This is an optimization exercise on Yosys and OpenROAD, whose aim is small area, a short achievable clock period and few clock cycles per item, not a production implementation. No run shown here included a check of the RTL's function; only the layout flow was run.

==> design/flow/design.v <==
module sm3_core (
    input  wire         clk,
    input  wire         rst,         
    input  wire         start_i,
    input  wire         first_i,
    input  wire [511:0] block_i,     
    output wire         ready_o,
    output reg          done_o,
    output wire [255:0] digest_o     
);
    localparam integer NR = 1;               
    localparam integer NC = 64 / NR;         
    localparam integer CW = (NC > 32) ? 6 : (NC > 16) ? 5 : (NC > 8) ? 4 : 3;
    localparam [255:0] IV = {32'h7380166F, 32'h4914B2B9, 32'h172442D7, 32'hDA8A0600,
                             32'hA96F30BC, 32'h163138AA, 32'hE38DEE4D, 32'hB0FB0E4E};
    localparam [31:0]  T0 = 32'h79CC4519;
    localparam [31:0]  T1 = 32'h7A879D8A;
    function [31:0] p0;
        input [31:0] x;
        begin
            p0 = x ^ {x[22:0], x[31:23]} ^ {x[14:0], x[31:15]};
        end
    endfunction
    function [31:0] p1;
        input [31:0] x;
        begin
            p1 = x ^ {x[16:0], x[31:17]} ^ {x[8:0], x[31:9]};
        end
    endfunction
    function [31:0] add32;
        input [31:0] x, y;
        reg   [31:0] g, p;
        integer i, d;
        begin
            g = x & y;
            p = x ^ y;
            for (d = 1; d < 32; d = d * 2)
                for (i = 0; i < 32; i = i + 1)
                    if (i & d) begin
                        g[i] = g[i] | (p[i] & g[(i & ~(d - 1)) - 1]);
                        p[i] = p[i] & p[(i & ~(d - 1)) - 1];
                    end
            add32 = x ^ y ^ {g[30:0], 1'b0};
        end
    endfunction
    function [31:0] ktab;
        input [5:0] j;
        reg   [63:0] t2;
        begin
            t2   = (j < 6'd16) ? {T0, T0} : {T1, T1};
            t2   = t2 << j[4:0];
            ktab = t2[63:32];
        end
    endfunction
    reg              busy_q;                 
    reg              rdy_q;                  
    reg              rdyo_q;                 
    reg  [CW-1:0]    cnt_q;                  
    reg              cv_q;                   
    reg              rcv_q;                  
    reg              rncv_q;                 
    reg              vf_q;                   
    reg  [255:0]     v_q;                    
    reg  [255:0]     s_q;                    
    reg  [511:0]     w_q;                    
    reg  [32*NR-1:0] k_q;                    
    reg              early_q;                
    wire [31:0] wv [0:15+NR];                
    genvar gi;
    generate
        for (gi = 0; gi < 16; gi = gi + 1) begin : g_wv
            assign wv[gi] = w_q[511-32*gi -: 32];
        end
        for (gi = 16; gi < 16 + NR; gi = gi + 1) begin : g_wx
            assign wv[gi] = p1(wv[gi-16] ^ wv[gi-9] ^ {wv[gi-3][16:0], wv[gi-3][31:17]})
                            ^ {wv[gi-13][24:0], wv[gi-13][31:25]} ^ wv[gi-6];
        end
    endgenerate
    wire [31:0] ra [0:NR], rb [0:NR], rc [0:NR], rd [0:NR];
    wire [31:0] re [0:NR], rf [0:NR], rg [0:NR], rh [0:NR];
    assign {ra[0], rb[0], rc[0], rd[0], re[0], rf[0], rg[0], rh[0]} = s_q;
    generate
        for (gi = 0; gi < NR; gi = gi + 1) begin : g_rnd
            wire [5:0]  j     = NR * cnt_q + gi;    
            wire        early = early_q;
            wire [31:0] a12   = {ra[gi][19:0], ra[gi][31:20]};
            wire [31:0] kj    = k_q[32*NR-1-32*gi -: 32];
            wire [31:0] s0s   = a12 ^ re[gi] ^ kj;
            wire [31:0] s0c   = (a12 & re[gi]) | (a12 & kj) | (re[gi] & kj);
            wire [31:0] sst   = add32(s0s, {s0c[30:0], 1'b0});
            wire [31:0] ss1   = {sst[24:0], sst[31:25]};
            wire [31:0] ss2   = ss1 ^ a12;
            wire [31:0] ff    = early ? (ra[gi] ^ rb[gi] ^ rc[gi])
                                      : ((ra[gi] & rb[gi]) | (ra[gi] & rc[gi]) | (rb[gi] & rc[gi]));
            wire [31:0] gg    = early ? (re[gi] ^ rf[gi] ^ rg[gi])
                                      : ((re[gi] & rf[gi]) | (~re[gi] & rg[gi]));
            wire [31:0] wp    = wv[gi] ^ wv[gi+4];
            wire [31:0] t1s   = ff ^ rd[gi] ^ wp;
            wire [31:0] t1c   = {((ff & rd[gi]) | (ff & wp) | (rd[gi] & wp)), 1'b0};
            wire [31:0] x1    = add32(t1s, t1c);
            wire [31:0] tt1   = add32(x1, ss2);
            wire [31:0] t2s   = gg ^ rh[gi] ^ wv[gi];
            wire [31:0] t2c   = {((gg & rh[gi]) | (gg & wv[gi]) | (rh[gi] & wv[gi])), 1'b0};
            wire [31:0] x2    = add32(t2s, t2c);
            wire [31:0] tt2   = add32(x2, ss1);
            assign ra[gi+1] = tt1;
            assign rb[gi+1] = ra[gi];
            assign rc[gi+1] = {rb[gi][22:0], rb[gi][31:23]};
            assign rd[gi+1] = rc[gi];
            assign re[gi+1] = p0(tt2);
            assign rf[gi+1] = re[gi];
            assign rg[gi+1] = {rf[gi][12:0], rf[gi][31:13]};
            assign rh[gi+1] = rg[gi];
        end
    endgenerate
    wire [255:0] s_next = {ra[NR], rb[NR], rc[NR], rd[NR], re[NR], rf[NR], rg[NR], rh[NR]};
    wire [511:0] w_next;
    generate
        if (NR < 16) begin : g_wsh
            assign w_next[511:32*NR] = w_q[511-32*NR:0];
        end
        for (gi = 0; gi < NR; gi = gi + 1) begin : g_wn
            assign w_next[32*NR-1-32*gi -: 32] = wv[16+gi];
        end
    endgenerate
    wire [5:0]       j_next = busy_q ? NR * (cnt_q + 1'b1) : 6'd0;
    wire [32*NR-1:0] k_next;
    generate
        for (gi = 0; gi < NR; gi = gi + 1) begin : g_kn
            assign k_next[32*NR-1-32*gi -: 32] = ktab(j_next + gi);
        end
    endgenerate
    wire         last   = busy_q & (cnt_q == NC - 1);
    wire         acc    = start_i & rdy_q;
    wire         sel_iv = first_i | ~cv_q;           
    wire         ld_v   = rcv_q & ~first_i;          
    wire         ld_iv  = rncv_q | (rdy_q & first_i);  
    wire [255:0] v_use  = vf_q ? IV : v_q;
    wire         busy_n = ~rst & (acc | (busy_q & ~last));
    wire         rdy_n  = rst | (~acc & (rdy_q | last));
    wire         cv_n   = ~rst & (cv_q | acc);
    assign ready_o  = rdyo_q;
    assign digest_o = v_q;
    always @(posedge clk) begin
        s_q <= ({256{busy_q}} & s_next) | ({256{ld_v}} & v_q) | ({256{ld_iv}} & IV);
        w_q <= ({512{busy_q}} & w_next) | ({512{rdy_q}} & block_i);
        if (last)
            v_q <= v_use ^ s_next;
        k_q <= k_next;
        early_q <= (j_next < 6'd16);
        busy_q <= busy_n;
        rdy_q  <= rdy_n;
        rdyo_q <= ~busy_n;
        cv_q   <= cv_n;
        rcv_q  <= rdy_n & cv_n;
        rncv_q <= rdy_n & ~cv_n;
        if (rst) begin
            cnt_q  <= {CW{1'b0}};
            done_o <= 1'b0;
        end else begin
            done_o <= last;
            if (busy_q)
                cnt_q <= cnt_q + 1'b1;
            if (acc)
                vf_q   <= sel_iv;
        end
    end
endmodule
==> design/flow/flow/run.sh <==
#!/bin/bash
# Layout flow: the standard ORFS flow (standard synthesis unchanged),
# with each input and output port buffered by a small buf_1 cell instead of
# the delay buffer the placer picks by default, and a clock tree without
# dummy balancing loads.
set -euo pipefail
cd "$(dirname "$0")/.."
bash standard.sh "BUFFER_PORTS_ARGS=-buffer_cell sky130_fd_sc_hd__buf_1" \
  "CTS_ARGS=-sink_clustering_enable -repair_clock_nets -dont_use_dummy_load -buf_list sky130_fd_sc_hd__clkbuf_8 -root_buf sky130_fd_sc_hd__clkbuf_16 -sink_clustering_size 16 -sink_clustering_max_diameter 50" \
  finish > flow_make.log 2>&1
==> design/flow/standard.sh <==
#!/bin/bash
# synth_recipe.tcl (not shown) runs the flow's synth.tcl, then flattens the netlist and writes it again
# the make line also repeats each setting of config.mk as NAME=value (left out here)
make -C /OpenROAD-flow-scripts/flow DESIGN_CONFIG=/design/flow/config.mk WORK_HOME=/design/flow/orfs CLKGATE_MAP_FILE= SYNTH_SCRIPT=/design/flow/synth_recipe.tcl "${@:-finish}"
==> design/flow/config.mk <==
export PLATFORM = sky130hd
export DESIGN_NAME = sm3_core
export DESIGN_NICKNAME = sm3_core
export VERILOG_FILES = /design/flow/design.v
export SDC_FILE = /design/flow/constraint.sdc
export NUM_CORES = 4
export LEC_CHECK = 0
export ABC_AREA = 1
export CAP_MARGIN = 20
export CORE_MARGIN = 2
export CORE_UTILIZATION = 40
export PLACE_DENSITY = 0.6
export SLEW_MARGIN = 20
==> design/flow/constraint.sdc <==
create_clock -name core_clock -period 20.0 [get_ports {clk}]
set_input_delay 4.0000 -clock core_clock [delete_from_list [all_inputs] [get_ports {clk}]]
set_output_delay 4.0000 -clock core_clock [all_outputs]
set_load 0.01 [all_outputs]
==> results of run 1 <==
[final timing paths]
path | startpoint | to | slack (ns) | cells past startpoint
max | early_q | v_q[122] | 13.28 | 30
min | w_q[312] | w_q[344] | 0.37 | 1
max reg2reg | early_q | v_q[122] | 13.28 | 30
min reg2reg | w_q[312] | w_q[344] | 0.37 | 1
[registers in the layout, summed over array words and instances (netlist names)]
name and cells:
rdyo_q 1, cv_q 1, rcv_q 1, k_q 32, w_q 512, cnt_q 6, rdy_q 1, v_q 256
early_q 1, s_q 256, rncv_q 1, busy_q 1, vf_q 1, done_o 1
[logic make-up (layout without fill, tap and decap cells)]
group	Yosys count	in the layout	synth area share [%]
AO/OA/AOI/OAI	1078	1078	14.4
XOR/XNOR	615	615	10.5
adder cells (fa/ha/maj)	304	304	9.44
buffers and inverters	828	1521	6.01
flip-flops	1071	1071	46.2
multiplexers	36	36	0.761
other	0	14	0
AND/OR/NAND/NOR	1628	1628	12.7
[per-stage QoR]
step | worst slack [ns] | hold slack (ns) | util, %
6_report | 13.28 | 0.372 | 45.1
2_1_floorplan | 7.36 | 0.415 | -
5_1_grt | 12.73 | 0.414 | 45.1
4_1_cts | 13.29 | 0.398 | 45.1
3_5_place_dp | 13.25 | 0.439 | 43.6
3_3_place_gp | 13.30 | 0.436 | 43.6
[area by class of cell]
cell class | count | area share, %
antenna | 14 | 0.0601
clock buffer | 133 | 3.16
inverter | 584 | 3.78
multi-input combinational | 3661 | 42.6
sequential | 1071 | 41.2
tap | 1742 | 3.74
timing repair buffer | 804 | 5.44
[metal layers]
layer	global-route usage, %	up-vias	share of wire, %
li1	-	19700	-
met1	37.7	20500	38
met2	53.9	1727	49
met3	6.36	410	6.9
met4	17.3	20	6.0
met5	0	-	0.058
[synthesized netlist by cell type (all sizes together), types with 17 or more instances]
cell    count  area share, %
fa        147            5.7
nand2    1146            8.4
a22o      425            7.2
edfxtp    257             15
inv       581            4.2
nor2      227            1.6
clkbuf    218            1.6
a21oi     159            1.6
mux2       28           0.61
ha        157            3.8
a221o      60            1.2
xor2      407            6.9
nand3b     17           0.25
xnor2     206            3.5
buf        26           0.22
o21ai     376            3.6
dfxtp     814             31
nand3     206            2.0
==> impl_metrics.csv, run 1 <==
group,metric,value,unit
timing,clock.fmax,0.149,GHz
cts,cts_sinks,1071,
global_routing,grt_pass1_wl,296000,um
worst_setup_path,crit_top_cell,"nand2_1",
cts,cts_tree,"done",
placed_design,placedInstanceArea,56400,um2
cts,htreeDepth,4,
run_status,status,"no timing/DRC/antenna violations",
routing,num_vias,42400,
timing,drv_slew,0,
die,fp.coreArea,129000,um2
timing,timing.final.crit_share,33.6,%
final_layout,finish.instance_area,58300,um2
timing,finalSetupTns,0,ns
global_routing,grt_max_degree,210,
placed_design,dpl.cell_count,7862,
timing,rsz0062_at_grt,"no",
routing,finalWirelength,217000,um
routing,drtPass1Iterations,6,
synth,syn_inst,5560,
routing,wl_per_cell,27.1,um
final_layout,final_common_cell,"nand2_1",
timing,hold_viol,0,
final_layout,most-common-layout-cells,"1121 x nand2_1, 811 x dfxtp_1, 773 x buf_1",
global_routing,grt_use_total,31.8,%
synth,synth-edff-count,257,
timing,fin_skew,0.119,ns
final_layout,multi_input_area,24900,um2
placed_design,portBuffers,773,
routing,drtIter0Drc,3959,
timing,worstMarginPinSlew,1.14,ns
die,num_rows,132,
cts,cts_root_buf,"clkbuf_16",
final_layout,stdcell_count,8009,
placed_design,hpwlAfterDp,173000,um
synth,synth_nets,6380,
synth,ys_types,56,
routing,vias_per_cell,5.29,
worst_setup_path,cp_max_fo,64,
cts,cts_made_buffers,133,
synth,synth_area_per_cell,9.35,um2
synth,async_reset_ff_share,0,%
die,die_y,364,um
synth,syn_area,52000,um2
worst_setup_path,start_kind,"flip-flop",
die,dieArea,133000,um2
final_layout,final_nets,7075,
worst_setup_path,cp_num_buf_inv,5,
worst_setup_path,critPathKind,"flip-flop to flip-flop",
synth,synthFlopType,"dfxtp_1",
cts,cts_max_path_buffers,3,
global_routing,grt_pass1_vias,40200,
cts,cts_hold_buffers,0,
timing,setup_viol,0,
worst_setup_path,worst_setup_path_end_kind,"flip-flop",
synth,ys_seq_area_share,46.2,%
final_layout,syn_to_final_growth,12.2,%
final_layout,fillerInstances,12800,
worst_setup_path,critPathArrivalTime,7.20,ns
global_routing,antenna_found_initial,26,
timing,slew_headroom,23.9,%
cts,clk_latency,0.77,ns
worst_setup_path,cpPeakStageDelay,0.65,ns
cts,post_cts_resized,0,
min_path,hold_class,"flip-flop to flip-flop",
worst_setup_path,worstPathRequired,20.48,ns
routing,drcViolationCount,0,
cts,clk_pin_slew,0.10,ns
final_layout,seq_area,24000,um2
die,dieWidth,364,um
worst_setup_path,crit_family,"adder cells",
die,initial_core_util,40.2,%
cts,cts_setup_buffers,0,
global_routing,overflow,0,
final_layout,layout-drive-gt1-share,4.32,%
placed_design,gp_congestion,0.978,
synth,synth-warning-count,1,
job,maxCapViolCount,0,
synth,ys_ff_latch,1071,
routing,ant_nets,0,
timing,period_minus_slack,6.72,ns
worst_setup_path,cpMaxStageDelayCell,"buf_4",
die,io_pins,774,
==> run 2, diff against run 1 <==
--- a/design/flow/design.v
+++ b/design/flow/design.v
@@ -66,3 +66,2 @@
     reg  [32*NR-1:0] k_q;                    
-    reg              early_q;                
     wire [31:0] wv [0:15+NR];                
@@ -84,3 +83,3 @@
             wire [5:0]  j     = NR * cnt_q + gi;    
-            wire        early = early_q;
+            wire        early = (j < 6'd16);
             wire [31:0] a12   = {ra[gi][19:0], ra[gi][31:20]};
@@ -149,3 +148,2 @@
         k_q <= k_next;
-        early_q <= (j_next < 6'd16);
         busy_q <= busy_n;
--- a/design/flow/config.mk
+++ b/design/flow/config.mk
@@ -11,3 +11,4 @@
 export CORE_UTILIZATION = 40
-export PLACE_DENSITY = 0.6
+export GPL_ROUTABILITY_DRIVEN = 0
+export PLACE_DENSITY = 0.7
 export SLEW_MARGIN = 20
==> run 2 against run 1 <==
  * Clock skew decreased by 0.018 ns
  * Global-route usage decreased by 0.72 points
  * Non-clock buffer count decreased by 5
  * Clock-buffer cell count decreased by 16
  * Critical path type unchanged
  * Critical endpoint unchanged
  * Highest routed layer unchanged
==> impl_metrics.csv, run 2 <==
group,metric,value,unit
synth,ys_types,55,
timing,rsz0062_at_grt,"no",
routing,num_vias,43700,
cts,clk_pin_slew,0.08,ns
worst_setup_path,crit_family,"adder cells",
cts,cts_max_path_buffers,3,
worst_setup_path,worstPathRequired,20.43,ns
cts,cts_made_buffers,117,
global_routing,antenna_found_initial,30,
cts,cts_tree,"done",
routing,drtIter0Drc,5002,
final_layout,final_nets,7123,
timing,slew_headroom,26.6,%
final_layout,stdcell_count,8066,
global_routing,grt_use_total,31.0,%
routing,wl_per_cell,26.4,um
timing,timing.final.crit_share,33.8,%
synth,yosysMostFrequentCell,"nand2_1",
synth,syn_area,52000,um2
worst_setup_path,cpMaxStageDelayCell,"buf_4",
synth,synth-warning-count,1,
timing,drv_slew,0,
final_layout,most-common-layout-cells,"1231 x nand2_1, 811 x dfxtp_1, 773 x buf_1",
die,die_y,365,um
timing,hold_viol,0,
die,dieArea,133000,um2
synth,syn_inst,5632,
synth,synth-edff-count,257,
cts,htreeDepth,3,
die,fp.coreArea,129000,um2
worst_setup_path,cp_max_fo,63,
final_layout,largest_register_ffs,512,
cts,post_cts_resized,0,
timing,fin_skew,0.101,ns
timing,setup_viol,0,
synth,synth_common_cells,"1232 x nand2_1, 813 x dfxtp_1, 565 x inv_1, 428 x a22o_1, 397 x xor2_1",
run_status,status,"no timing/DRC/antenna violations",
die,num_rows,132,
placed_design,hpwlAfterDp,169000,um
routing,finalWirelength,213000,um
worst_setup_path,cpPeakStageDelay,0.63,ns
die,io_pins,774,
synth,async_reset_ff_share,0,%
worst_setup_path,crit_top_cell,"xor2_1",
synth,ys_ff_latch,1070,
worst_setup_path,reg2reg_slack,13.24,ns
cts,cts_setup_buffers,0,
die,dieWidth,365,um
synth,ys_seq_area_share,46.1,%
synth,synth.top_cell.area_share,31.3,%
routing,drtPass1Iterations,6,
job,maxCapViolCount,0,
timing,hold-worst-slack,0.418,ns
synth,synth_area_per_cell,9.23,um2
worst_setup_path,start_kind,"flip-flop",
die,initial_core_util,40.2,%
global_routing,grt_pass1_vias,41500,
global_routing,grt_pass1_wl,292000,um
worst_setup_path,critPathKind,"flip-flop to flip-flop",
synth,synthFlopType,"dfxtp_1",
routing,ant_nets,0,
synth,synth_nets,6452,
global_routing,overflow,0,
synth,yosys-top-cells-area,"dfxtp_1 31%, edfxtp_1 15%, nand2_1 8.9%, a22o_1 7.2%, xor2_1 6.7%",
placed_design,dpl.cell_count,7926,
timing,finalSetupTns,0,ns
cts,cts_sinks,1070,
final_layout,syn_to_final_growth,11.9,%
cts,cts_root_buf,"clkbuf_16",
final_layout,layout-drive-gt1-share,3.52,%
worst_setup_path,critPathArrivalTime,7.19,ns
cts,clk_latency,0.74,ns
cts,cts_hold_buffers,0,
timing,period_minus_slack,6.76,ns
final_layout,final_common_cell,"nand2_1",
routing,vias_per_cell,5.41,
placed_design,portBuffers,773,
routing,drcViolationCount,0,
worst_setup_path,cp_num_buf_inv,4,
worst_setup_path,worst_setup_path_end_kind,"flip-flop",
synth,synth_top_area_cell,"dfxtp_1",
timing,worstMarginPinSlew,1.10,ns
final_layout,regMostFlops,"w_q",
timing,clock.fmax,0.148,GHz
final_layout,reg.largest.list,"w_q x512, s_q x256, v_q x256",
global_routing,grt_max_degree,239,
min_path,hold_class,"flip-flop to flip-flop",
run 2: changes by cell type after synthesis, moves of 7 or more:
cell	before	now
nand2_1	1121	1232
o21ai_1	42	17
mux2_2	28	0
o21ai_0	334	360
xor2_1	404	397
nor2_1	226	218
run 2: layout make-up:
cell class	instances	area, um2
Sequential cell	1070	24000
Antenna cell	23	57.6
Multi-Input combinational cell	3736	24900
Fill cell	12400	71100
Inverter	579	2180
Clock buffer	117	1710
Tap cell	1742	2180
Timing Repair Buffer	799	3130
run 2: kinds of logic (layout without fill, tap and decap cells):
kind of cell,Yosys count,after routing,share of synthesized area (%)
multiplexers,8,8,0.154
other,0,23,0
buffers and inverters,826,1495,6.00
adder cells (fa/ha/maj),304,304,9.44
XOR/XNOR,601,601,10.2
AND/OR/NAND/NOR,1740,1740,13.6
flip-flops,1070,1070,46.1
AO/OA/AOI/OAI,1083,1083,14.4
run 2: final timing paths:
kind	start	depth (start not counted)	to
setup / recovery	cnt_q[4]	28	v_q[122]
hold / removal	w_q[310]	1	w_q[342]
setup reg to reg	cnt_q[4]	28	v_q[122]
hold reg to reg	w_q[310]	1	w_q[342]
run 2: stage by stage:
stage | setup WS [ns] | utilization (%) | instance area (um2)
after floorplan | 7.22 | - | 52000
after global placement | 13.05 | 43.6 | 56400
after detailed placement | 12.97 | 43.6 | 56400
after CTS | 13.25 | 44.9 | 58100
after global routing | 12.77 | 45.0 | 58200
final | 13.24 | 45.0 | 58200
run 2: per-layer routing:
layer	part of all wire [%]	track usage (%)
met2	48	51.3
met1	35	35.2
met3	8.7	6.09
met5	0.029	0
met4	8.6	24.4
==> run 3, diff against run 2 <==
--- a/design/flow/design.v
+++ b/design/flow/design.v
@@ -45,2 +45,18 @@
     endfunction
+    function [31:0] add32t;
+        input [31:0] x, y, z;
+        reg   [31:0] g, p;
+        integer i, d;
+        begin
+            g = (y & x & ~z) | (~y & x & z);
+            p = (y & (x | ~z)) | (~y & (x | z));
+            for (d = 1; d < 32; d = d * 2)
+                for (i = 0; i < 32; i = i + 1)
+                    if (i & d) begin
+                        g[i] = g[i] | (p[i] & g[(i & ~(d - 1)) - 1]);
+                        p[i] = p[i] & p[(i & ~(d - 1)) - 1];
+                    end
+            add32t = (x ^ z) ^ (y ^ {g[30:0], 1'b0});
+        end
+    endfunction
     function [31:0] ktab;
@@ -66,2 +82,3 @@
     reg  [32*NR-1:0] k_q;                    
+    reg              early_q;                
     wire [31:0] wv [0:15+NR];                
@@ -83,3 +100,3 @@
             wire [5:0]  j     = NR * cnt_q + gi;    
-            wire        early = (j < 6'd16);
+            wire        early = early_q;
             wire [31:0] a12   = {ra[gi][19:0], ra[gi][31:20]};
@@ -99,3 +116,3 @@
             wire [31:0] x1    = add32(t1s, t1c);
-            wire [31:0] tt1   = add32(x1, ss2);
+            wire [31:0] tt1   = add32t(x1, ss1, a12);    
             wire [31:0] t2s   = gg ^ rh[gi] ^ wv[gi];
@@ -103,3 +120,3 @@
             wire [31:0] x2    = add32(t2s, t2c);
-            wire [31:0] tt2   = add32(x2, ss1);
+            wire [31:0] tt2   = add32t(x2, ss1, 32'd0);  
             assign ra[gi+1] = tt1;
@@ -148,2 +165,3 @@
         k_q <= k_next;
+        early_q <= (j_next < 6'd16);
         busy_q <= busy_n;
--- a/design/flow/config.mk
+++ b/design/flow/config.mk
@@ -11,4 +11,3 @@
 export CORE_UTILIZATION = 40
-export GPL_ROUTABILITY_DRIVEN = 0
-export PLACE_DENSITY = 0.7
+export PLACE_DENSITY = 0.6
 export SLEW_MARGIN = 20
==> run 3 against run 2 <==
  * Still clean
  * Global-route usage grew 0.21 points
  * Core utilization grew 0.050 points
  * Maximum frequency grew 1.2%
  * Synthesized area grew 4.0%
  * Register-to-register slack gained 0.08 ns
==> impl_metrics.csv, run 3 <==
group,metric,value,unit
run_status,status,"no timing/DRC/antenna violations",
timing,finalSetupTns,0,ns
global_routing,grt_max_degree,159,
global_routing,overflow,0,
global_routing,antenna_found_initial,13,
synth,async_reset_ff_share,0,%
cts,cts_root_buf,"clkbuf_16",
worst_setup_path,critPathKind,"flip-flop to flip-flop",
placed_design,gp_congestion,0.989,
synth,synth_top_area_cell,"dfxtp_1",
cts,cts_made_buffers,117,
routing,drtPass1Iterations,8,
routing,drcViolationCount,0,
timing,clock.fmax,0.150,GHz
cts,cts_setup_buffers,0,
cts,htreeDepth,3,
timing,setup_viol,0,
cts,cts_sinks,1071,
synth,ys_ff_latch,1071,
synth,ys_types,53,
final_layout,reg.largest.list,"w_q x512, s_q x256, v_q x256",
final_layout,largest_register_ffs,512,
routing,wl_per_cell,26.1,um
final_layout,utilization,45.0,%
timing,period_minus_slack,6.68,ns
routing,vias_per_cell,5.26,
synth,synth-warning-count,1,
worst_setup_path,crit_top_cell,"nand2_1",
synth,synth-edff-count,257,
timing,slew_headroom,22.0,%
cts,cts_hold_buffers,0,
die,dieWidth,372,um
global_routing,grt_pass1_vias,42300,
worst_setup_path,start_kind,"flip-flop",
die,initial_core_util,40.4,%
cts,clk_latency,0.74,ns
global_routing,grt_use_total,31.3,%
placed_design,hpwlAfterDp,176000,um
synth,synth.top_cell.area_share,30.1,%
die,die_y,372,um
die,io_pins,774,
synth,synthFlopType,"dfxtp_1",
timing,fin_skew,0.116,ns
worst_setup_path,worstPathRequired,20.43,ns
worst_setup_path,cpPeakStageDelay,0.60,ns
die,fp.coreArea,134000,um2
cts,cts_max_path_buffers,3,
timing,timing.final.crit_share,33.4,%
timing,hold_viol,0,
synth,syn_area,54100,um2
synth,synth_common_cells,"1390 x nand2_1, 814 x dfxtp_1, 627 x inv_1, 434 x a22o_1, 391 x xor2_1",
worst_setup_path,cpMaxStageDelayCell,"buf_4",
timing,drv_slew,0,
global_routing,grt_pass1_wl,306000,um
synth,yosysMostFrequentCell,"nand2_1",
worst_setup_path,critPathArrivalTime,7.11,ns
min_path,hold_class,"flip-flop to flip-flop",
routing,finalWirelength,223000,um
synth,ys_seq_area_share,44.4,%
synth,synth_nets,6897,
routing,ant_nets,0,
final_layout,regMostFlops,"w_q",
cts,post_cts_resized,0,
worst_setup_path,worst_setup_path_end_kind,"flip-flop",
job,maxCapViolCount,0,
synth,synth_area_per_cell,8.89,um2
synth,syn_inst,6085,
final_layout,layout-drive-gt1-share,4.42,%
synth,yosys-top-cells-area,"dfxtp_1 30%, edfxtp_1 14%, nand2_1 9.6%, a22o_1 7.0%, xor2_1 6.3%",
timing,worstMarginPinSlew,1.17,ns
routing,drtIter0Drc,4627,
final_layout,final_common_cell,"nand2_1",
cts,cts_tree,"done",
final_layout,final_nets,7576,
timing,rsz0062_at_grt,"no",
final_layout,syn_to_final_growth,11.4,%
worst_setup_path,cp_max_fo,61,
die,dieArea,138000,um2
cts,clk_pin_slew,0.07,ns
die,num_rows,134,
placed_design,portBuffers,773,
routing,num_vias,44900,
final_layout,most-common-layout-cells,"1390 x nand2_1, 810 x dfxtp_1, 773 x buf_1",
==> run 3: cell count changes after synthesis, sizes merged, moves of 7 or more <==
cell    delta
a21oi     +14
nand3     +53
nor2      +55
o21ai     +31
inv       +74
a221o      -7
nand3b    +31
xnor2     -12
nand2    +199
nor3       +8
mux2i     +10
==> run 3: kinds of logic after synthesis <==
logic type / count (synthesis) / synth area share, %
simple gates: 2095 / 16.3
compound gates: 1114 / 14.1
flops: 1071 / 44.4
buf+inv: 901 / 6.34
xor+xnor: 590 / 9.78
fa+ha+maj: 296 / 8.82
mux: 18 / 0.333
==> run 3: path summary, 6_finish.rpt <==
path | from | end | slack, ns | depth (start not counted)
setup / recovery | early_q | v_q[122] | 13.32 | 30
hold / removal | w_q[2] | w_q[34] | 0.42 | 1
setup reg to reg | early_q | v_q[122] | 13.32 | 30
hold reg to reg | w_q[2] | w_q[34] | 0.42 | 1
==> run 3: routing by layer <==
layer,GRT usage (%),wire length [um],vias up
met4,14.6,11800,12
met3,6.53,16800,373
met1,37.8,86600,21500
met5,0,123,-
met2,53.0,107000,1832
li1,-,-,21200
==> run 3: area by class of cell <==
| type | instances | area [um2] |
|---|---|---|
| fill | 13300 | 73500 |
| multi-input combinational | 4113 | 26600 |
| sequential | 1071 | 24000 |
| timing repair buffer | 808 | 3190 |
| inverter | 653 | 2460 |
| tap | 1768 | 2210 |
| clock buffer | 117 | 1710 |
| antenna | 5 | 12.5 |
==> run 3: critical path: cells and delay by family, from the launching register on <==
kind / cells / cell delay (ns)
flip-flops: 1 / 0.31
buffers and inverters: 6 / 1.27
XOR/XNOR: 5 / 1.17
adder cells (fa/ha/maj): 4 / 1.69
AND/OR/NAND/NOR: 11 / 1.11
AO/OA/AOI/OAI: 4 / 0.82
==> run 3: stage by stage <==
stage	cell area [um2]	instances	hold slack [ns]	worst slack, ns
after floorplan	54100	6085	0.415	7.20
final	60300	8535	0.419	13.32
after global routing	60200	8534	0.431	12.88
after global placement	58500	8412	0.435	13.40
after detailed placement	58500	8413	0.439	13.36
after CTS	60200	8530	0.421	13.34
==> run 4, diff against run 3 <==
--- a/design/flow/design.v
+++ b/design/flow/design.v
@@ -45,18 +45,2 @@
     endfunction
-    function [31:0] add32t;
-        input [31:0] x, y, z;
-        reg   [31:0] g, p;
-        integer i, d;
-        begin
-            g = (y & x & ~z) | (~y & x & z);
-            p = (y & (x | ~z)) | (~y & (x | z));
-            for (d = 1; d < 32; d = d * 2)
-                for (i = 0; i < 32; i = i + 1)
-                    if (i & d) begin
-                        g[i] = g[i] | (p[i] & g[(i & ~(d - 1)) - 1]);
-                        p[i] = p[i] & p[(i & ~(d - 1)) - 1];
-                    end
-            add32t = (x ^ z) ^ (y ^ {g[30:0], 1'b0});
-        end
-    endfunction
     function [31:0] ktab;
@@ -83,2 +67,3 @@
     reg              early_q;                
+    reg              late_q;                 
     wire [31:0] wv [0:15+NR];                
@@ -110,4 +95,4 @@
                                       : ((ra[gi] & rb[gi]) | (ra[gi] & rc[gi]) | (rb[gi] & rc[gi]));
-            wire [31:0] gg    = early ? (re[gi] ^ rf[gi] ^ rg[gi])
-                                      : ((re[gi] & rf[gi]) | (~re[gi] & rg[gi]));
+            wire [31:0] gg    = late_q ? ((re[gi] & rf[gi]) | (~re[gi] & rg[gi]))
+                                       : (re[gi] ^ rf[gi] ^ rg[gi]);
             wire [31:0] wp    = wv[gi] ^ wv[gi+4];
@@ -116,3 +101,3 @@
             wire [31:0] x1    = add32(t1s, t1c);
-            wire [31:0] tt1   = add32t(x1, ss1, a12);    
+            wire [31:0] tt1   = add32(x1, ss2);
             wire [31:0] t2s   = gg ^ rh[gi] ^ wv[gi];
@@ -120,3 +105,3 @@
             wire [31:0] x2    = add32(t2s, t2c);
-            wire [31:0] tt2   = add32t(x2, ss1, 32'd0);  
+            wire [31:0] tt2   = add32(x2, ss1);
             assign ra[gi+1] = tt1;
@@ -166,2 +151,3 @@
         early_q <= (j_next < 6'd16);
+        late_q  <= (j_next >= 6'd16);
         busy_q <= busy_n;
==> run 4 against run 3 <==
  * Worst hold slack improved by 0.021 ns
  * Setup slack gained 0.25 ns
  * Synthesized cell count down 9.2%
  * Largest cell class unchanged
  * Synthesized area fell by 4.0%
  * Non-clock buffer count down 6
  * Sequential cell count rose by 1
  * Global-route usage increased by 1.1 points
  * First-iteration DRC count decreased by 0.52%
  * Clock skew is 0.0016 ns higher
  * Die area fell by 3.9%
  * Highest routed layer unchanged
==> impl_metrics.csv, run 4 <==
group,metric,value,unit
worst_setup_path,cpPeakStageDelay,0.48,ns
worst_setup_path,critPathKind,"flip-flop to flip-flop",
timing,rsz0062_at_grt,"no",
worst_setup_path,path_depth,28,
synth,synthAdderAreaFrac,9.45,%
global_routing,grt_max_degree,178,
placed_design,hpwlAfterDp,178000,um
worst_setup_path,reg2reg_to,"v_q[122]",
routing,wl_per_cell,28.1,um
timing,timing.final.crit_share,32.1,%
synth,yosysMostFrequentCell,"nand2_1",
die,dieWidth,364,um
worst_setup_path,reg2reg_slack,13.57,ns
cts,cts_max_path_buffers,3,
worst_setup_path,start_kind,"flip-flop",
routing,num_vias,42800,
final_layout,final_nets,7027,
final_layout,largest_register_ffs,512,
synth,syn_area,51900,um2
global_routing,grt_use_total,32.4,%
timing,worstMarginPinSlew,1.17,ns
routing,vias_per_cell,5.37,
worst_setup_path,critical_path.startpoint,"late_q",
synth,yosys-top-cells-area,"dfxtp_1 31%, edfxtp_1 15%, nand2_1 7.8%, a22o_1 7.3%, xor2_1 6.7%",
timing,clock.fmax,0.156,GHz
worst_setup_path,crit_end,"v_q[122]",
global_routing,antenna_found_initial,34,
final_layout,syn_to_final_growth,12.0,%
cts,cts_sinks,1072,
synth,ys_types,57,
synth,synth_common_cells,"1076 x nand2_1, 815 x dfxtp_1, 573 x inv_1, 432 x a22o_1, 399 x xor2_1",
synth,synth_area_per_cell,9.40,um2
worst_setup_path,cpMaxStageDelayCell,"fa_1",
synth,synth-edff-count,257,
synth,synth.top_cell.area_share,31.4,%
synth,ys_ff_latch,1072,
timing,period_minus_slack,6.43,ns
die,die_y,364,um
routing,ant_nets,0,
cts,cts_hold_buffers,0,
run_status,status,"no timing/DRC/antenna violations",
job,maxCapViolCount,0,
global_routing,overflow,0,
routing,drtIter0Drc,4603,
global_routing,grt_pass1_wl,300000,um
cts,cts_made_buffers,121,
synth,synth_xor_area_share,10.4,%
synth,syn_inst,5524,
final_layout,final_common_cell,"nand2_1",
cts,clk_pin_slew,0.10,ns
worst_setup_path,worst_setup_path_end_kind,"flip-flop",
final_layout,multi_input_area,24700,um2
routing,drcViolationCount,0,
final_layout,layout-drive-gt1-share,4.48,%
worst_setup_path,cp_num_buf_inv,5,
placed_design,gp_congestion,0.976,
cts,cts_tree,"done",
cts,post_cts_resized,0,
global_routing,grt_pass1_vias,39400,
synth,synth-compound-area-share,14.4,%
worst_setup_path,critPathArrivalTime,6.86,ns
timing,finalSetupTns,0,ns
die,io_pins,774,
final_layout,finish.instance_area,58100,um2
worst_setup_path,reg2regPathDepth,28,
routing,drtPass1Iterations,7,
final_layout,seq_area,24000,um2
min_path,hold_class,"flip-flop to flip-flop",
worst_setup_path,worstPathRequired,20.43,ns
synth,ys_seq_area_share,46.3,%
die,dieArea,133000,um2
timing,slew_headroom,21.2,%
synth,synth_mux_area_share,0.800,%
placed_design,portBuffers,773,
placed_design,placedInstanceArea,56300,um2
synth,synthSimpleGateAreaFrac,12.5,%
synth,synth_top_family_by_area,"compound AO/OA/AOI/OAI gates",
worst_setup_path,cp_max_fo,42,
synth,synth_nets,6344,
timing,hold_viol,0,
worst_setup_path,r2r-start,"late_q",
cts,cts_setup_buffers,0,
synth,synth_top_area_cell,"dfxtp_1",
final_layout,fillerInstances,12700,
synth,synthFlopType,"dfxtp_1",
final_layout,most-common-layout-cells,"1076 x nand2_1, 813 x dfxtp_1, 773 x buf_1",
cts,cts_root_buf,"clkbuf_16",
timing,setup_viol,0,
synth,async_reset_ff_share,0,%
routing,finalWirelength,223000,um
timing,fin_skew,0.118,ns
cts,htreeDepth,3,
die,fp.coreArea,129000,um2
final_layout,regMostFlops,"w_q",
timing,drv_slew,0,
worst_setup_path,crit_family,"adder cells",
final_layout,reg.largest.list,"w_q x512, s_q x256, v_q x256",
die,initial_core_util,40.2,%
synth,synth-warning-count,1,
die,num_rows,132,
cts,clk_latency,0.74,ns
## run 4: cell count changes in the layout (fill, tap and decap cells not counted), moves of 22 or more
cell / before / now
o21ai_0: 381 / 338
nand2_1: 1390 / 1076
inv_1: 625 / 573
mux2_2: 0 / 28
nor2_1: 272 / 225
nand3b_1: 42 / 9
nand2_2: 55 / 33
nand3_1: 253 / 191
## run 4: final cells by class
cell class / count / share of cell area (%)
Tap cell: 1742 / 3.75
Multi-Input combinational cell: 3616 / 42.5
Clock buffer: 121 / 3.04
Timing Repair Buffer: 802 / 5.41
Inverter: 594 / 3.86
Antenna cell: 11 / 0.0473
Sequential cell: 1072 / 41.3
## run 4: worst reg2reg max path, delay by kind of cell (launching register included)
kind,cells,cell delay (ns)
AO/OA/AOI/OAI,8,1.45
flip-flops,1,0.31
XOR/XNOR,6,1.28
adder cells (fa/ha/maj),4,1.62
AND/OR/NAND/NOR,5,0.53
buffers and inverters,5,0.99
## run 4: per-layer routing
| layer | up-vias | wire, um | global-route usage (%) |
|---|---|---|---|
| li1 | 19600 | - | - |
| met1 | 20800 | 88900 | 41.2 |
| met2 | 1994 | 103000 | 51.9 |
| met3 | 414 | 18500 | 7.06 |
| met4 | 34 | 12500 | 16.4 |
| met5 | - | 239 | 0 |
## run 4: worst min path at each step
stage                        start        to  depth (start not counted)
after floorplan             rncv_q  s_q[113]                          2
final                     w_q[476]  w_q[508]                          1
after global placement      rncv_q  s_q[113]                          2
after global routing      w_q[457]  w_q[489]                          1
after CTS                 w_q[457]  w_q[489]                          1
after detailed placement    rncv_q  s_q[113]                          2
## run 4: through the flow
step           instances  util, %  hold WS, ns  worst slack, ns
2_1_floorplan       5524        -        0.415             7.24
3_3_place_gp        7826     43.6        0.432            13.62
3_5_place_dp        7826     43.6        0.434            13.56
4_1_cts             7947     45.0        0.445            13.61
5_1_grt             7957     45.0        0.459            13.13
6_report            7958     45.0        0.440            13.57
## run 4: logic make-up after synthesis
group / after synthesis
adders and majority gates: 304
muxes: 38
and+or+nand+nor: 1587
DFF: 1072
buffers and inverters: 836
xor gates and xnor gates: 609
AOI/OAI and AO/OA: 1078
==> run 5, diff against run 4 <==
--- a/design/flow/design.v
+++ b/design/flow/design.v
@@ -149,3 +149,8 @@
             v_q <= v_use ^ s_next;
-        k_q <= k_next;
+        if (!busy_q)
+            k_q <= T0;
+        else if (cnt_q == 6'd15)
+            k_q <= {T1[15:0], T1[31:16]};
+        else
+            k_q <= {k_q[30:0], k_q[31]};
         early_q <= (j_next < 6'd16);
==> run 5 against run 4 <==
  * Clock skew fell by 0.015 ns
  * Critical path depth decreased by 1
  * First-iteration DRC count decreased by 19%
  * Global-route usage fell by 0.10 points
  * Register-to-register slack hardly changed
  * Critical endpoint unchanged
  * Sequential share of layout area increased by 0.53 points
  * Core utilization grew 0.059 points
  * Synthesized area decreased by 1.4%
  * Die area decreased by 1.4%
  * Setup slack improved by 0.0016 ns
==> impl_metrics.csv, run 5 <==
group,metric,value,unit
final_layout,layout-drive-gt1-share,5.12,%
timing,drv_slew,0,
die,initial_core_util,40.2,%
final_layout,regMostFlops,"w_q",
synth,synth-warning-count,1,
cts,cts_tree,"done",
cts,htreeDepth,3,
global_routing,grt_pass1_vias,38900,
cts,clk_pin_slew,0.10,ns
die,dieWidth,362,um
synth,ys_ff_latch,1072,
final_layout,most-common-layout-cells,"992 x nand2_1, 813 x dfxtp_1, 773 x buf_1",
final_layout,final_common_cell,"nand2_1",
cts,cts_made_buffers,120,
die,fp.coreArea,127000,um2
placed_design,gp_congestion,0.978,
synth,synth_top_area_cell,"dfxtp_1",
cts,clk_latency,0.73,ns
die,dieArea,131000,um2
placed_design,placedInstanceArea,55600,um2
synth,synth-edff-count,257,
timing,worstMarginPinSlew,1.12,ns
worst_setup_path,cpPeakStageDelay,0.53,ns
worst_setup_path,cp_num_buf_inv,5,
global_routing,grt_use_total,32.3,%
die,num_rows,131,
synth,ys_types,60,
timing,clock.fmax,0.156,GHz
synth,synth_area_per_cell,9.59,um2
global_routing,grt_pass1_wl,297000,um
routing,drcViolationCount,0,
worst_setup_path,cp_max_fo,65,
synth,syn_inst,5338,
global_routing,overflow,0,
synth,synth_nets,6152,
worst_setup_path,crit_family,"adder cells",
synth,yosys-top-cells-area,"dfxtp_1 32%, edfxtp_1 15%, a22o_1 7.4%, nand2_1 7.3%, xor2_1 6.7%",
synth,syn_area,51200,um2
synth,synth.top_cell.area_share,31.9,%
final_layout,reg.largest.list,"w_q x512, s_q x256, v_q x256",
timing,hold_viol,0,
synth,ys_seq_area_share,46.9,%
final_layout,finish.instance_area,57400,um2
min_path,hold_class,"flip-flop to flip-flop",
routing,finalWirelength,218000,um
routing,ant_nets,0,
timing,rsz0062_at_grt,"no",
final_layout,final_nets,6849,
cts,cts_sinks,1072,
synth,yosysMostFrequentCell,"nand2_1",
worst_setup_path,reg2reg_slack,13.57,ns
placed_design,hpwlAfterDp,174000,um
job,maxCapViolCount,0,
timing,fin_skew,0.103,ns
cts,cts_setup_buffers,0,
timing,setup_viol,0,
final_layout,syn_to_final_growth,12.1,%
routing,num_vias,41100,
routing,drtPass1Iterations,6,
global_routing,antenna_found_initial,38,
timing,hold-worst-slack,0.415,ns
routing,vias_per_cell,5.33,
timing,timing.final.crit_share,32.1,%
synth,synth_common_cells,"992 x nand2_1, 815 x dfxtp_1, 555 x inv_1, 434 x a22o_1, 389 x xor2_1",
global_routing,grt_max_degree,152,
routing,drtIter0Drc,3721,
worst_setup_path,worstPathRequired,20.45,ns
synth,synthFlopType,"dfxtp_1",
worst_setup_path,cpMaxStageDelayCell,"buf_4",
cts,cts_max_path_buffers,3,
cts,post_cts_resized,0,
timing,period_minus_slack,6.43,ns
run_status,status,"no timing/DRC/antenna violations",
cts,cts_root_buf,"clkbuf_16",
worst_setup_path,crit_top_cell,"xor2_1",
worst_setup_path,start_kind,"flip-flop",
synth,async_reset_ff_share,0,%
routing,wl_per_cell,28.2,um
final_layout,largest_register_ffs,512,
worst_setup_path,worst_setup_path_end_kind,"flip-flop",
die,die_y,362,um
placed_design,portBuffers,773,
die,io_pins,774,
timing,slew_headroom,25.2,%
timing,finalSetupTns,0,ns
worst_setup_path,critPathArrivalTime,6.88,ns
cts,cts_hold_buffers,0,
worst_setup_path,critPathKind,"flip-flop to flip-flop",
-- run 5: cell count changes after synthesis, moves of 11 or more --
cell,delta
nor2_1,+11
nand2_1,-84
clkbuf_1,-15
o21ai_0,-57
o21ai_1,-17
inv_1,-18
-- run 5: stage by stage --
stage | utilization, % | instances | setup slack [ns]
2_1_floorplan | - | 5338 | 7.30
6_report | 45.1 | 7711 | 13.57
4_1_cts | 45.0 | 7695 | 13.65
5_1_grt | 45.1 | 7705 | 13.08
3_3_place_gp | 43.7 | 7575 | 13.46
3_5_place_dp | 43.7 | 7575 | 13.49
-- run 5: cells by family after synthesis --
kind of cell             count (synthesis)  synth area share [%]
buffers and inverters                  800                  5.94
XOR/XNOR                               603                  10.5
adder cells (fa/ha/maj)                298                  9.44
AND/OR/NAND/NOR                       1529                  12.5
multiplexers                            31                 0.675
flip-flops                            1072                  46.9
AO/OA/AOI/OAI                         1005                  14.0
-- run 5: final cells by class --
type,instances,area [um2]
Multi-Input combinational cell,3466,24100
Antenna cell,16,40.0
Inverter,567,2140
Timing Repair Buffer,808,3210
Clock buffer,120,1750
Sequential cell,1072,24000
Tap cell,1662,2080
Fill cell,12600,69900
-- run 5: path summary, 6_finish.rpt --
path | from | end | cells after the start
worst max-delay path | late_q | v_q[122] | 27
worst min-delay path | k_q[23] | k_q[24] | 1
worst min register to register | k_q[23] | k_q[24] | 1
worst max register to register | late_q | v_q[122] | 27
-- run 5: metal layers --
| metal | global-route usage, % | up-vias | part of all wire, % |
|---|---|---|---|
| li1 | - | 19000 | - |
| met1 | 39.8 | 20000 | 40 |
| met2 | 53.9 | 1682 | 48 |
| met3 | 6.95 | 347 | 7.4 |
| met4 | 15.1 | 38 | 4.9 |
| met5 | 0 | - | 0.12 |
==> run 6, diff against run 5 <==
--- a/design/flow/design.v
+++ b/design/flow/design.v
@@ -31,3 +31,3 @@
         input [31:0] x, y;
-        reg   [31:0] g, p;
+        reg   [31:0] g, p, gn, pn;
         integer i, d;
@@ -36,8 +36,12 @@
             p = x ^ y;
-            for (d = 1; d < 32; d = d * 2)
-                for (i = 0; i < 32; i = i + 1)
-                    if (i & d) begin
-                        g[i] = g[i] | (p[i] & g[(i & ~(d - 1)) - 1]);
-                        p[i] = p[i] & p[(i & ~(d - 1)) - 1];
-                    end
+            for (d = 1; d < 32; d = d * 2) begin
+                gn = g;
+                pn = p;
+                for (i = d; i < 32; i = i + 1) begin
+                    gn[i] = g[i] | (p[i] & g[i - d]);
+                    pn[i] = p[i] & p[i - d];
+                end
+                g = gn;
+                p = pn;
+            end
             add32 = x ^ y ^ {g[30:0], 1'b0};
@@ -66,4 +70,2 @@
     reg  [32*NR-1:0] k_q;                    
-    reg              early_q;                
-    reg              late_q;                 
     wire [31:0] wv [0:15+NR];                
@@ -85,3 +87,3 @@
             wire [5:0]  j     = NR * cnt_q + gi;    
-            wire        early = early_q;
+            wire        early = (j < 6'd16);
             wire [31:0] a12   = {ra[gi][19:0], ra[gi][31:20]};
@@ -95,4 +97,4 @@
                                       : ((ra[gi] & rb[gi]) | (ra[gi] & rc[gi]) | (rb[gi] & rc[gi]));
-            wire [31:0] gg    = late_q ? ((re[gi] & rf[gi]) | (~re[gi] & rg[gi]))
-                                       : (re[gi] ^ rf[gi] ^ rg[gi]);
+            wire [31:0] gg    = early ? (re[gi] ^ rf[gi] ^ rg[gi])
+                                      : ((re[gi] & rf[gi]) | (~re[gi] & rg[gi]));
             wire [31:0] wp    = wv[gi] ^ wv[gi+4];
@@ -100,8 +102,10 @@
             wire [31:0] t1c   = {((ff & rd[gi]) | (ff & wp) | (rd[gi] & wp)), 1'b0};
-            wire [31:0] x1    = add32(t1s, t1c);
-            wire [31:0] tt1   = add32(x1, ss2);
+            wire [31:0] u1s   = t1s ^ t1c ^ ss2;
+            wire [31:0] u1c   = {((t1s & t1c) | (t1s & ss2) | (t1c & ss2)), 1'b0};
+            wire [31:0] tt1   = add32(u1s, u1c);
             wire [31:0] t2s   = gg ^ rh[gi] ^ wv[gi];
             wire [31:0] t2c   = {((gg & rh[gi]) | (gg & wv[gi]) | (rh[gi] & wv[gi])), 1'b0};
-            wire [31:0] x2    = add32(t2s, t2c);
-            wire [31:0] tt2   = add32(x2, ss1);
+            wire [31:0] u2s   = t2s ^ t2c ^ ss1;
+            wire [31:0] u2c   = {((t2s & t2c) | (t2s & ss1) | (t2c & ss1)), 1'b0};
+            wire [31:0] tt2   = add32(u2s, u2c);
             assign ra[gi+1] = tt1;
@@ -149,10 +153,3 @@
             v_q <= v_use ^ s_next;
-        if (!busy_q)
-            k_q <= T0;
-        else if (cnt_q == 6'd15)
-            k_q <= {T1[15:0], T1[31:16]};
-        else
-            k_q <= {k_q[30:0], k_q[31]};
-        early_q <= (j_next < 6'd16);
-        late_q  <= (j_next >= 6'd16);
+        k_q <= k_next;
         busy_q <= busy_n;
--- a/design/flow/flow/run.sh
+++ b/design/flow/flow/run.sh
@@ -8,3 +8,3 @@
 bash standard.sh "BUFFER_PORTS_ARGS=-buffer_cell sky130_fd_sc_hd__buf_1" \
-  "CTS_ARGS=-sink_clustering_enable -repair_clock_nets -dont_use_dummy_load -buf_list sky130_fd_sc_hd__clkbuf_8 -root_buf sky130_fd_sc_hd__clkbuf_16 -sink_clustering_size 16 -sink_clustering_max_diameter 50" \
+  "CTS_ARGS=-sink_clustering_enable -repair_clock_nets -dont_use_dummy_load -sink_clustering_size 20 -sink_clustering_max_diameter 60" \
   finish > flow_make.log 2>&1
==> run 6 against run 5 <==
  * Final cell count grew 6.4%
  * Register-to-register slack lost 0.89 ns
  * Die area grew 2.3%
  * Clock-buffer cell count shrank 14
  * Wire length grew 14%
  * Worst hold slack gained 0.020 ns
  * Maximum frequency shrank 12%
  * Critical path depth grew 2
  * Clock skew grew 0.0096 ns
==> impl_metrics.csv, run 6 <==
group,metric,value,unit
cts,clk_pin_slew,0.08,ns
placed_design,gp_congestion,1.02,
cts,cts_made_buffers,106,
placed_design,hpwlAfterDp,199000,um
cts,cts_setup_buffers,0,
synth,synthFlopType,"dfxtp_1",
cts,clk_latency,0.75,ns
min_path,hold_class,"flip-flop to flip-flop",
timing,period_minus_slack,7.31,ns
die,dieWidth,366,um
cts,post_cts_resized,0,
global_routing,grt_pass1_wl,336000,um
worst_setup_path,worst_setup_path_end_kind,"flip-flop",
timing,timing.final.crit_share,36.6,%
final_layout,syn_to_final_growth,13.9,%
routing,ant_nets,0,
cts,cts_root_buf,"clkbuf_16",
final_layout,most-common-layout-cells,"1257 x nand2_1, 811 x dfxtp_1, 773 x buf_1",
cts,htreeDepth,3,
run_status,status,"no timing/DRC/antenna violations",
routing,drcViolationCount,0,
synth,async_reset_ff_share,0,%
final_layout,layout-drive-gt1-share,2.81,%
worst_setup_path,cp_max_fo,5,
final_layout,finish.instance_area,59700,um2
synth,synth_top_area_cell,"dfxtp_1",
timing,worstMarginPinSlew,1.24,ns
final_layout,final_common_cell,"nand2_1",
placed_design,dpl.cell_count,8078,
final_layout,regMostFlops,"w_q",
worst_setup_path,start_kind,"flip-flop",
die,io_pins,774,
worst_setup_path,cpPeakStageDelay,0.83,ns
cts,cts_tree,"done",
routing,wl_per_cell,30.2,um
global_routing,overflow,0,
die,initial_core_util,40.4,%
routing,drtIter0Drc,5242,
routing,vias_per_cell,5.46,
die,dieArea,134000,um2
worst_setup_path,critPathKind,"flip-flop to flip-flop",
synth,synth_nets,6570,
global_routing,antenna_found_initial,36,
synth,ys_seq_area_share,45.8,%
worst_setup_path,cpMaxStageDelayCell,"o21ai_0",
synth,synth-edff-count,257,
routing,drtPass1Iterations,6,
global_routing,grt_max_degree,180,
cts,cts_hold_buffers,0,
placed_design,pre_cts_ws,12.99,ns
synth,ys_ff_latch,1070,
synth,yosysMostFrequentCell,"nand2_1",
worst_setup_path,worstPathRequired,20.48,ns
worst_setup_path,crit_top_cell,"nand2_1",
timing,drv_slew,0,
synth,ys_types,51,
cts,cts_sinks,1070,
placed_design,placedInstanceArea,57000,um2
timing,fin_ws,12.69,ns
timing,rsz0062_at_grt,"no",
final_layout,stdcell_count,8201,
final_layout,largest_register_ffs,512,
synth,syn_area,52400,um2
final_layout,final_nets,7247,
timing,hold_viol,0,
synth,synth-warning-count,1,
die,num_rows,132,
synth,synth_common_cells,"1257 x nand2_1, 813 x dfxtp_1, 660 x inv_1, 424 x a22o_1, 361 x o21ai_0",
routing,finalWirelength,248000,um
synth,syn_inst,5767,
routing,num_vias,44800,
timing,fin_skew,0.112,ns
job,maxCapViolCount,0,
final_layout,utilization,46.0,%
worst_setup_path,critPathArrivalTime,7.79,ns
die,die_y,366,um
synth,synth.top_cell.area_share,31.1,%
timing,setup_viol,0,
global_routing,grt_use_total,35.8,%
timing,clock.fmax,0.137,GHz
timing,slew_headroom,16.6,%
final_layout,reg.largest.list,"w_q x512, s_q x256, v_q x256",
die,fp.coreArea,130000,um2
placed_design,portBuffers,773,
synth,yosys-top-cells-area,"dfxtp_1 31%, edfxtp_1 15%, nand2_1 9.0%, fa_1 7.2%, a22o_1 7.1%",
global_routing,grt_pass1_vias,42400,
synth,synth_area_per_cell,9.08,um2
timing,finalSetupTns,0,ns
cts,cts_max_path_buffers,3,
[run 6: changes by cell type in the layout (fill, tap and decap cells not counted), sizes merged, moves of 15 or more]
cell	delta
fa	+41
nand2	+229
o21ai	+75
ha	-52
inv	+97
or2	-15
nand3	+45
mux2	-28
nor2	+48
xor2	-59
xnor2	+15
[run 6: routing by layer]
metal	global-route usage, %	share of wire, %	up-vias
li1	-	-	20300
met1	45.5	39	21700
met2	57.5	46	2365
met3	7.25	8.4	433
met4	18.5	6.1	34
met5	0	0.097	-
[run 6: path summary, 6_finish.rpt]
check        cells past startpoint  startpoint  slack [ns]       end
min reg2reg                      1     w_q[35]        0.44   w_q[67]
min                              1     w_q[35]        0.44   w_q[67]
max reg2reg                     29    s_q[110]       12.69  s_q[121]
max                             29    s_q[110]       12.69  s_q[121]
[run 6: metrics by stage]
stage | hold slack [ns]
after global placement | 0.436
after global routing | 0.443
final | 0.435
after floorplan | 0.433
after detailed placement | 0.439
after CTS | 0.436
[run 6: critical path: cells and delay by family (launching register included)]
family	cells	cell delay (ns)
buf+inv	4	0.35
simple gates	16	2.41
fa+ha+maj	5	2.14
flops	1	0.77
compound gates	4	1.39
[run 6: logic make-up (layout without fill, tap and decap cells)]
family / count (synthesis) / after routing / synth area share [%]
and+or+nand+nor: 1856 / 1856 / 14.3
AOI/OAI and AO/OA: 1083 / 1083 / 14.3
DFF: 1070 / 1070 / 45.8
buffers and inverters: 908 / 1583 / 6.51
xor gates and xnor gates: 560 / 560 / 9.47
adders and majority gates: 287 / 287 / 9.55
muxes: 3 / 3 / 0.0573
other: 0 / 17 / 0
[run 6: final cells by class]
| class | count | area, um2 |
|---|---|---|
| fillers | 12900 | 70200 |
| multi-input cells | 3789 | 25000 |
| flip-flops and latches | 1070 | 24000 |
| repair buffers | 814 | 3280 |
| clock buffers | 106 | 2650 |
| inverters | 663 | 2500 |
| well taps | 1742 | 2180 |
| diodes | 17 | 42.5 |

-- re-timing with driven ports --
How much do the figures lean on ideal ports? The routed layouts below were timed once more, with nothing changed but the port constraints.
Step 1 assumes that a clkbuf_16 drives the clock port and a buf_2 every other input.
Step 2 also shifts input and output timing later by t, the mid clock arrival at the registers, as if the neighbouring blocks saw the same clock.
Three values: no drivers, after step 1, after step 2; two values: the first two.
| run | t (ns) | setup WS [ns] | worst setup path at the end |
|---|---|---|---|
| run 1 | 0.788 | 13.284 / 13.284 / 13.284 | register to register |
| run 2 | 0.748 | 13.242 / 13.242 / 12.930 | input to register |
| run 3 | 0.769 | 13.323 / 13.323 / 13.323 | register to register |
| run 4 | 0.760 | 13.572 / 13.572 / 13.519 | input to register |
| run 5 | 0.754 | 13.574 / 13.574 / 13.500 | input to register |
| run 6 | 0.785 | 12.687 / 12.687 / 12.687 | register to register |
After both steps setup and hold are still met in every run listed. The setup slack of run 2, which loses most, moves by 0.000 ns with the drivers and by -0.312 ns with both steps.
